From an optimization exercise on the open Yosys and OpenROAD flow, aimed at small area, a short achievable clock period and few clock cycles; shortcuts taken in it are not production practice.
Only simulation tests tie the RTL to the original design; equivalence was not proved.
Power is estimated from default activity; no workload was simulated.

--- design/flow/run.sh ---
#!/bin/bash
# synth_recipe.tcl (not shown) runs the flow's synth.tcl, then flattens the netlist and writes it again
# the make line also repeats each setting of config.mk as NAME=value (left out here)
make -C /OpenROAD-flow-scripts/flow DESIGN_CONFIG=/design/flow/config.mk WORK_HOME=/design/flow/orfs CLKGATE_MAP_FILE= SYNTH_SCRIPT=/design/flow/synth_recipe.tcl finish
--- design/flow/config.mk ---
export PLATFORM = sky130hd
export DESIGN_NAME = bit_packed_decoder
export DESIGN_NICKNAME = bit_packed_decoder
export VERILOG_FILES = /design/flow/design.v
export SDC_FILE = /design/flow/constraint.sdc
export NUM_CORES = 4
export LEC_CHECK = 0
export CAP_MARGIN = 20
export CORE_MARGIN = 2
export CORE_UTILIZATION = 40
export SLEW_MARGIN = 20
--- design/flow/constraint.sdc ---
create_clock -name core_clock -period 12.0 [get_ports {clk}]
set_input_delay 2.4000 -clock core_clock [delete_from_list [all_inputs] [get_ports {clk}]]
set_output_delay 2.4000 -clock core_clock [all_outputs]
set_load 0.01 [all_outputs]
--- design/flow/design.v ---
module bit_packed_decoder (
    input  wire        clk,
    input  wire        rst,           
    input  wire        wr_en,
    input  wire [4:0]  wr_idx,
    input  wire [63:0] wr_data,
    output wire        wr_ready,
    input  wire [4:0]  rd_idx,
    output reg  [63:0] rd_data,
    output wire        mem_req,
    output wire [31:0] mem_addr,
    input  wire        mem_ack,
    input  wire [31:0] mem_rdata,
    input  wire        mem_err
);
    localparam [4:0] R_CMD    = 5'd0;
    localparam [4:0] R_STATUS = 5'd1;
    localparam [4:0] R_ARG0   = 5'd2;
    localparam [4:0] R_ARG1   = 5'd3;
    localparam [4:0] R_BASE   = 5'd4;
    localparam [4:0] R_TOTAL  = 5'd5;
    localparam [4:0] R_RES0   = 5'd6;
    localparam [4:0] R_RES1   = 5'd7;
    localparam [4:0] R_PARAM  = 5'd8;
    localparam [4:0] R_BLOCKN = 5'd9;
    localparam [63:0] PARAM_VAL  = 64'h0000_0000_0120_2020;
    localparam [63:0] BLOCKN_VAL = 64'd1024;
    localparam [3:0] OP_UNPACK  = 4'h1;
    localparam [3:0] OP_LOCATE  = 4'h2;
    localparam [3:0] OP_CHUNKAT = 4'h3;
    localparam [3:0] OP_GET     = 4'h4;
    localparam [3:0] E_NONE    = 4'd0;
    localparam [3:0] E_INDEX   = 4'd1;
    localparam [3:0] E_ILLEGAL = 4'd3;
    localparam [3:0] E_ADDR    = 4'd4;
    localparam [3:0] E_BUS     = 4'd5;
    localparam [2:0] S_IDLE  = 3'd0;
    localparam [2:0] S_CHUNK = 3'd1;    
    localparam [2:0] S_ADDR  = 3'd2;    
    localparam [2:0] S_RD0   = 3'd3;    
    localparam [2:0] S_RD1   = 3'd4;    
    reg [63:0] cmd_q, arg0_q, arg1_q, base_q, total_q, res0_q, res1_q;
    reg        done_q;
    reg [3:0]  err_q;
    reg [2:0]  state;
    wire busy = (state != S_IDLE);
    reg [63:0] p_cmd, p_arg0, p_arg1, p_base, p_total;
    assign wr_ready = !(wr_idx == R_CMD && busy);
    wire accept = wr_en && wr_idx == R_CMD && !busy;
    always @(*) begin
        case (rd_idx)
            R_CMD:    rd_data = cmd_q;
            R_STATUS: rd_data = {56'd0, err_q, 2'b00, done_q, busy};
            R_ARG0:   rd_data = arg0_q;
            R_ARG1:   rd_data = arg1_q;
            R_BASE:   rd_data = base_q;
            R_TOTAL:  rd_data = total_q;
            R_RES0:   rd_data = res0_q;
            R_RES1:   rd_data = res1_q;
            R_PARAM:  rd_data = PARAM_VAL;
            R_BLOCKN: rd_data = BLOCKN_VAL;
            default:  rd_data = 64'd0;
        endcase
    end
    wire [3:0] op = p_cmd[3:0];
    wire       u  = p_cmd[7];
    wire [7:0] w  = p_cmd[15:8];
    wire w_ok    = (w >= 8'd1) && (w <= 8'd32);
    wire illegal = (p_cmd[6:4] != 3'd0) || (p_cmd[63:16] != 48'd0) ||
                   !((op == OP_LOCATE) ||
                     ((op == OP_UNPACK || op == OP_CHUNKAT || op == OP_GET) && w_ok));
    wire [10:0] cl = {w[5:0], 5'd0};
    wire [63:0] blk      = (op == OP_GET) ? {10'd0, p_arg0[63:10]} : p_arg0;
    wire [74:0] blk_off  = blk * cl;
    wire [75:0] chunk_c  = {12'd0, p_base} + {1'b0, blk_off};
    reg idx_err;
    always @(*) begin
        idx_err = 1'b0;
        if (!u) begin
            case (op)
                OP_UNPACK:  idx_err = (p_arg0 >= 64'd1024);
                OP_LOCATE:  idx_err = (p_arg0 >= p_total);
                OP_GET:     idx_err = (p_arg0 >= p_total);
                OP_CHUNKAT: idx_err = ({p_arg0, 10'd0} >= {10'd0, p_total});
                default:    idx_err = 1'b0;
            endcase
        end
    end
    reg [75:0] chunk_q;
    reg [3:0]  pre_err_q;    
    wire [63:0] off      = (op == OP_GET) ? {54'd0, p_arg0[9:0]} : p_arg0;
    wire [75:0] chunk_a  = (op == OP_GET) ? chunk_q : {12'd0, p_arg1};
    wire [69:0] bitpos   = off * w[5:0];
    wire [64:0] first_wd = bitpos[69:5];
    wire [4:0]  biw      = bitpos[4:0];
    wire        span     = ({1'b0, biw} + w[5:0]) > 6'd32;
    wire [76:0] a0       = {1'b0, chunk_a} + {12'd0, first_wd};
    wire [76:0] a_last   = a0 + {76'd0, span};
    wire        rd_range_err = (a_last[76:32] != 45'd0);
    wire [76:0] c_last   = {1'b0, chunk_q} + {66'd0, cl} - 77'd1;
    wire        ck_range_err = (c_last[76:32] != 45'd0);
    reg [31:0] a0_q;
    reg        span_q;
    reg [4:0]  biw_q;
    reg [31:0] w0_q;
    wire [31:0] w0_src  = (state == S_RD0) ? mem_rdata : w0_q;
    wire [31:0] w1_src  = (state == S_RD1) ? mem_rdata : 32'd0;
    wire [63:0] pair    = {w1_src, w0_src} >> biw_q;
    wire [31:0] fmask   = (w[5:0] == 6'd32) ? 32'hFFFF_FFFF : ((32'd1 << w[5:0]) - 32'd1);
    wire [31:0] value   = pair[31:0] & fmask;
    assign mem_req  = (state == S_RD0) || (state == S_RD1);
    assign mem_addr = (state == S_RD1) ? a0_q + 32'd1 : a0_q;
    always @(posedge clk) begin
        if (rst) begin
            cmd_q   <= 64'd0;
            arg0_q  <= 64'd0;
            arg1_q  <= 64'd0;
            base_q  <= 64'd0;
            total_q <= 64'd0;
            res0_q  <= 64'd0;
            res1_q  <= 64'd0;
            done_q  <= 1'b0;
            err_q   <= 4'd0;
            state   <= S_IDLE;
        end else begin
            if (wr_en) begin
                case (wr_idx)
                    R_ARG0:  arg0_q  <= wr_data;
                    R_ARG1:  arg1_q  <= wr_data;
                    R_BASE:  base_q  <= wr_data;
                    R_TOTAL: total_q <= wr_data;
                    default: ;
                endcase
            end
            case (state)
                S_IDLE: begin
                    if (accept) begin
                        cmd_q   <= wr_data;
                        p_cmd   <= wr_data;
                        p_arg0  <= arg0_q;
                        p_arg1  <= arg1_q;
                        p_base  <= base_q;
                        p_total <= total_q;
                        done_q  <= 1'b0;
                        err_q   <= E_NONE;
                        state   <= S_CHUNK;
                    end
                end
                S_CHUNK: begin
                    chunk_q <= chunk_c;
                    if (illegal)
                        pre_err_q <= E_ILLEGAL;
                    else if (idx_err)
                        pre_err_q <= E_INDEX;
                    else
                        pre_err_q <= E_NONE;
                    state <= S_ADDR;
                end
                S_ADDR: begin
                    a0_q   <= a0[31:0];
                    span_q <= span;
                    biw_q  <= biw;
                    if (pre_err_q != E_NONE) begin
                        err_q  <= pre_err_q;
                        done_q <= 1'b1;
                        state  <= S_IDLE;
                    end else if (op == OP_LOCATE) begin
                        res0_q <= {10'd0, p_arg0[63:10]};
                        res1_q <= {54'd0, p_arg0[9:0]};
                        done_q <= 1'b1;
                        state  <= S_IDLE;
                    end else if (op == OP_CHUNKAT) begin
                        if (ck_range_err) begin
                            err_q <= E_ADDR;
                        end else begin
                            res0_q <= chunk_q[63:0];
                            res1_q <= {53'd0, cl};
                        end
                        done_q <= 1'b1;
                        state  <= S_IDLE;
                    end else if (rd_range_err) begin
                        err_q  <= E_ADDR;
                        done_q <= 1'b1;
                        state  <= S_IDLE;
                    end else begin
                        state <= S_RD0;
                    end
                end
                S_RD0: begin
                    if (mem_ack) begin
                        if (mem_err) begin
                            err_q  <= E_BUS;
                            done_q <= 1'b1;
                            state  <= S_IDLE;
                        end else if (span_q) begin
                            w0_q  <= mem_rdata;
                            state <= S_RD1;
                        end else begin
                            res0_q <= {32'd0, value};
                            res1_q <= 64'd0;
                            done_q <= 1'b1;
                            state  <= S_IDLE;
                        end
                    end
                end
                S_RD1: begin
                    if (mem_ack) begin
                        if (mem_err) begin
                            err_q <= E_BUS;
                        end else begin
                            res0_q <= {32'd0, value};
                            res1_q <= 64'd1;
                        end
                        done_q <= 1'b1;
                        state  <= S_IDLE;
                    end
                end
                default: state <= S_IDLE;
            endcase
        end
    end
endmodule
==> run summary <==
## timing repair
item | CTS | global route
setup buffers | 0 | 1
setup endpoints to repair | 0 | 6
resized for setup | 0 | 15
## cell families after synthesis
group / count (synthesis) / synth area share
AND/OR/NAND/NOR: 3316 / 0.201
adder cells (fa/ha/maj): 944 / 0.202
AO/OA/AOI/OAI: 2052 / 0.173
XOR/XNOR: 302 / 0.0349
buffers and inverters: 1209 / 0.0613
flip-flops: 870 / 0.291
multiplexers: 251 / 0.0365
## worst paths after layout
kind,end,cells past startpoint,from
max,state[0],42,p_cmd[1]
min,p_arg1[40],0,arg1_q[40]
max reg2reg,state[0],42,p_cmd[1]
min reg2reg,p_arg1[40],0,arg1_q[40]
## worst register-to-register path: cells and delay by family (launching register included)
family / cells / cell delay [ns]
DFF: 1 / 0.48
xor gates and xnor gates: 2 / 0.32
and+or+nand+nor: 11 / 3.11
buffers and inverters: 5 / 0.84
adders and majority gates: 5 / 2.36
AOI/OAI and AO/OA: 19 / 4.24
## registers in the layout (all words and copies together) (netlist names), 3 cells and up
name,count
arg1_q,64
total_q,64
p_arg1,64
p_total,64
w0_q,32
chunk_q,76
res0_q,64
a0_q,32
cmd_q,64
biw_q,5
res1_q,11
state,3
arg0_q,64
p_cmd,64
base_q,64
p_base,64
p_arg0,64
err_q,3
## cells in the mapped netlist (58+ instances only)
| master | instances |
|---|---|
| nand2_1 | 1805 |
| a21oi_1 | 798 |
| inv_1 | 699 |
| fa_1 | 473 |
| ha_1 | 471 |
| edfxtp_1 | 468 |
| clkbuf_1 | 443 |
| dfxtp_1 | 402 |
| nor2_1 | 363 |
| o21ai_0 | 339 |
| and2_1 | 322 |
| a21o_1 | 225 |
| mux2i_1 | 220 |
| xnor2_1 | 205 |
| nand3_1 | 163 |
| nand4_1 | 145 |
| a222oi_1 | 109 |
| nor3_1 | 105 |
| xor2_1 | 96 |
| nand2b_1 | 81 |
| a211oi_1 | 73 |
| o211ai_1 | 62 |
| a31oi_1 | 61 |
| nor4_1 | 59 |
| nor2b_1 | 58 |
## area by class of cell
type                       count  area (µm²)
clock buffer                 126        2660
clock inverter                56         722
fill                       18700      104000
timing repair buffer         376        3470
tap                         2495        3120
antenna                        4        10.0
sequential                   870       22100
multi-input combinational   6865       49400
inverter                     707        2650
## power breakdown
part	switching [µW]	leakage (µW)	internal, µW
Combinational	1520	0.0260	892
Sequential	19.8	0.00702	3190
Clock	1360	0.00163	1820
## stage by stage
step                      instances  area, µm²  hold slack, ns  power [µW]   util
after CTS                     11500      84000           0.399        8780  0.447
after detailed placement      11300      80700           0.413        5620  0.429
after floorplan                8944      76000           0.400        4950      -
after global placement        11300      80700           0.409        5600  0.429
after global routing          11500      84200           0.433        9180  0.447
final                         11500      84200           0.428        8810  0.447
## per-layer routing
layer,vias up,track usage
met3,484,0.0829
met5,-,0
li1,31100,-
met1,33600,0.422
met2,3321,0.429
met4,18,0.111
==> metrics.md <==
| Metric | Value |
|---|---|
| Status | finished clean |
| Fraction of synthesis flops using an asynchronous set or reset pin | 0 |
| CP Data Arrival Time | 12.07 ns |
| H-tree level count | 3 |
| Largest net degree at the start of global routing | 160 |
| Commonest non-fill, non-tap cell in the layout | nand2_1 |
| Maxcap violations | 0 |
| PwrDens | 105 nW/µm² |
| DIE WIDTH | 440 µm |
| Metal2 WL | 121,000 µm |
| Buffers & Inverters on Critical Path | 5 |
| Ys Warns | 1 |
| Slowest CP cell | a221oi_1 |
| Final worst-path setup slack | 0.628 ns |
| Post-CTS Hold Fix Bufs | 0 |
| Cts bufs inserted | 96 |
| Top delay family on crit path | compound AO/OA/AOI/OAI gates |
| CP Capture Type | register |
| Clock Latency Late Sink | 0.78 ns |
| ANT nets after route | 0 |
| Syn nets | 9,999 |
| Antenna violations before repair | 27 |
| Hold Path Class | reg2reg |
| Final setup fails | 0 |
| WP data required | 12.69 ns |
| EDFF count, synth | 468 |
| Seq cells post-synth | 870 |
| Cells after synthesis | 8,944 |
| Final nets | 9,971 |
| GP Congestion | 1.03 |
| Pre-CTS setup slack | 0.309 ns |
| Yosys cell types | 110 |
| Clock root cell | clkbuf_16 |
| GR Overflow Total | 0 |
| Core area | 188,000 µm² |
| DRT Pass-1 Iters | 10 |
| TritonCTS Sinks | 870 |
| Via count | 68,500 |
| DIE HEIGHT | 440 µm |
| Leak | 0.0346 µW |
| Area contributors post-synth | edfxtp_1, fa_1, dfxtp_1 |
| Syn avg cell area | 8.50 µm² |
| Highest Signal Layer | met5 |
| Area Growth Syn to Fin | 10.8% |
| Fmax | 87.9 MHz |
| WL/cell | 25.7 µm |
| Most frequent cells in the layout | nand2_1, a21oi_1, inv_1, fa_1, ha_1 |
| Worst slew pin tran | 1.25 ns |
| Setup slack, reg-to-reg | 0.63 ns |
| Max incr delay on CP | 0.71 ns |
| WL met3 | 35,000 µm |
| Rel. slew slack | 0.158 |
| Max clock buf depth | 3 |
| Crit path max fanout | 23 |
| Post-route DRC | 0 |
| Minimum clock period after layout | 11.37 ns |
| Initial drt markers | 8,574 |
| CTS tree | done |
| M1 WL | 127,000 µm |
| First-pass GRT wire length | 433,000 µm |
| Peak supply drop | 148 µV |
| Critical path type | reg2reg |
| Avg Vias per Cell | 5.96 |
| Area share of the largest cell type after synthesis | 0.185 |
| Gr usage total | 0.298 |
| RSZ-0062 raised after global routing | false |
| Final Max Slew Viols | 0 |
| Die area | 193,000 µm² |
| Layout cells sized above 1 | 0.0532 |
| Crit path launch type | register |
| Routed wire length | 295,000 µm |
| Starting Density | 0.404 |
| Port bufs | 208 |
| Reg clk slew, reported paths | 0.07 ns |
| Ys flop type | edfxtp_1 |
| Site Rows | 159 |
| I/O pins | 209 |
| Cell taking the most area after synthesis | edfxtp_1 |
| Sequential area share after synthesis | 0.291 |
| Hold Fails Final Rpt | 0 |
| Hpwl dp | 226,000 µm |
| Layout Skew | 0.106 ns |
| Part of the cycle the worst path needs | 0.948 |
| Post-Syn Area | 76,000 µm² |
| Vias in the first global route | 66,200 |
| Final setup TNS | 0 ns |
Testbench counts, summed over its fixed seeds: cycles 14,480.

[what the ideal ports hide]
Ports are ideal in the flow. The routed layout listed here was re-timed in OpenROAD.
Step 1, drivers: a clkbuf_16 drives clk and a buf_2 each remaining input, both assumed.
Step 2 adds t to the input delays and takes it off the output delays; t is the mean of the earliest and latest rising clock arrival at the registers after step 1. Input paths then give back, and output paths get back, about the clock's delay inside the block.
a / b / c = no drivers / after step 1 / after step 2; a / b = the first two.
shift t [ns]: 0.813
setup slack, ns: 0.628 / 0.628 / 0.628
slew at the worst register clock pin (ns): 0.07 / 0.07
cell pins on the clock port's net: 1
After both steps setup and hold are still met in this run. For this run, drivers alone change the setup slack by 0.000 ns; drivers and shift together by 0.000 ns.
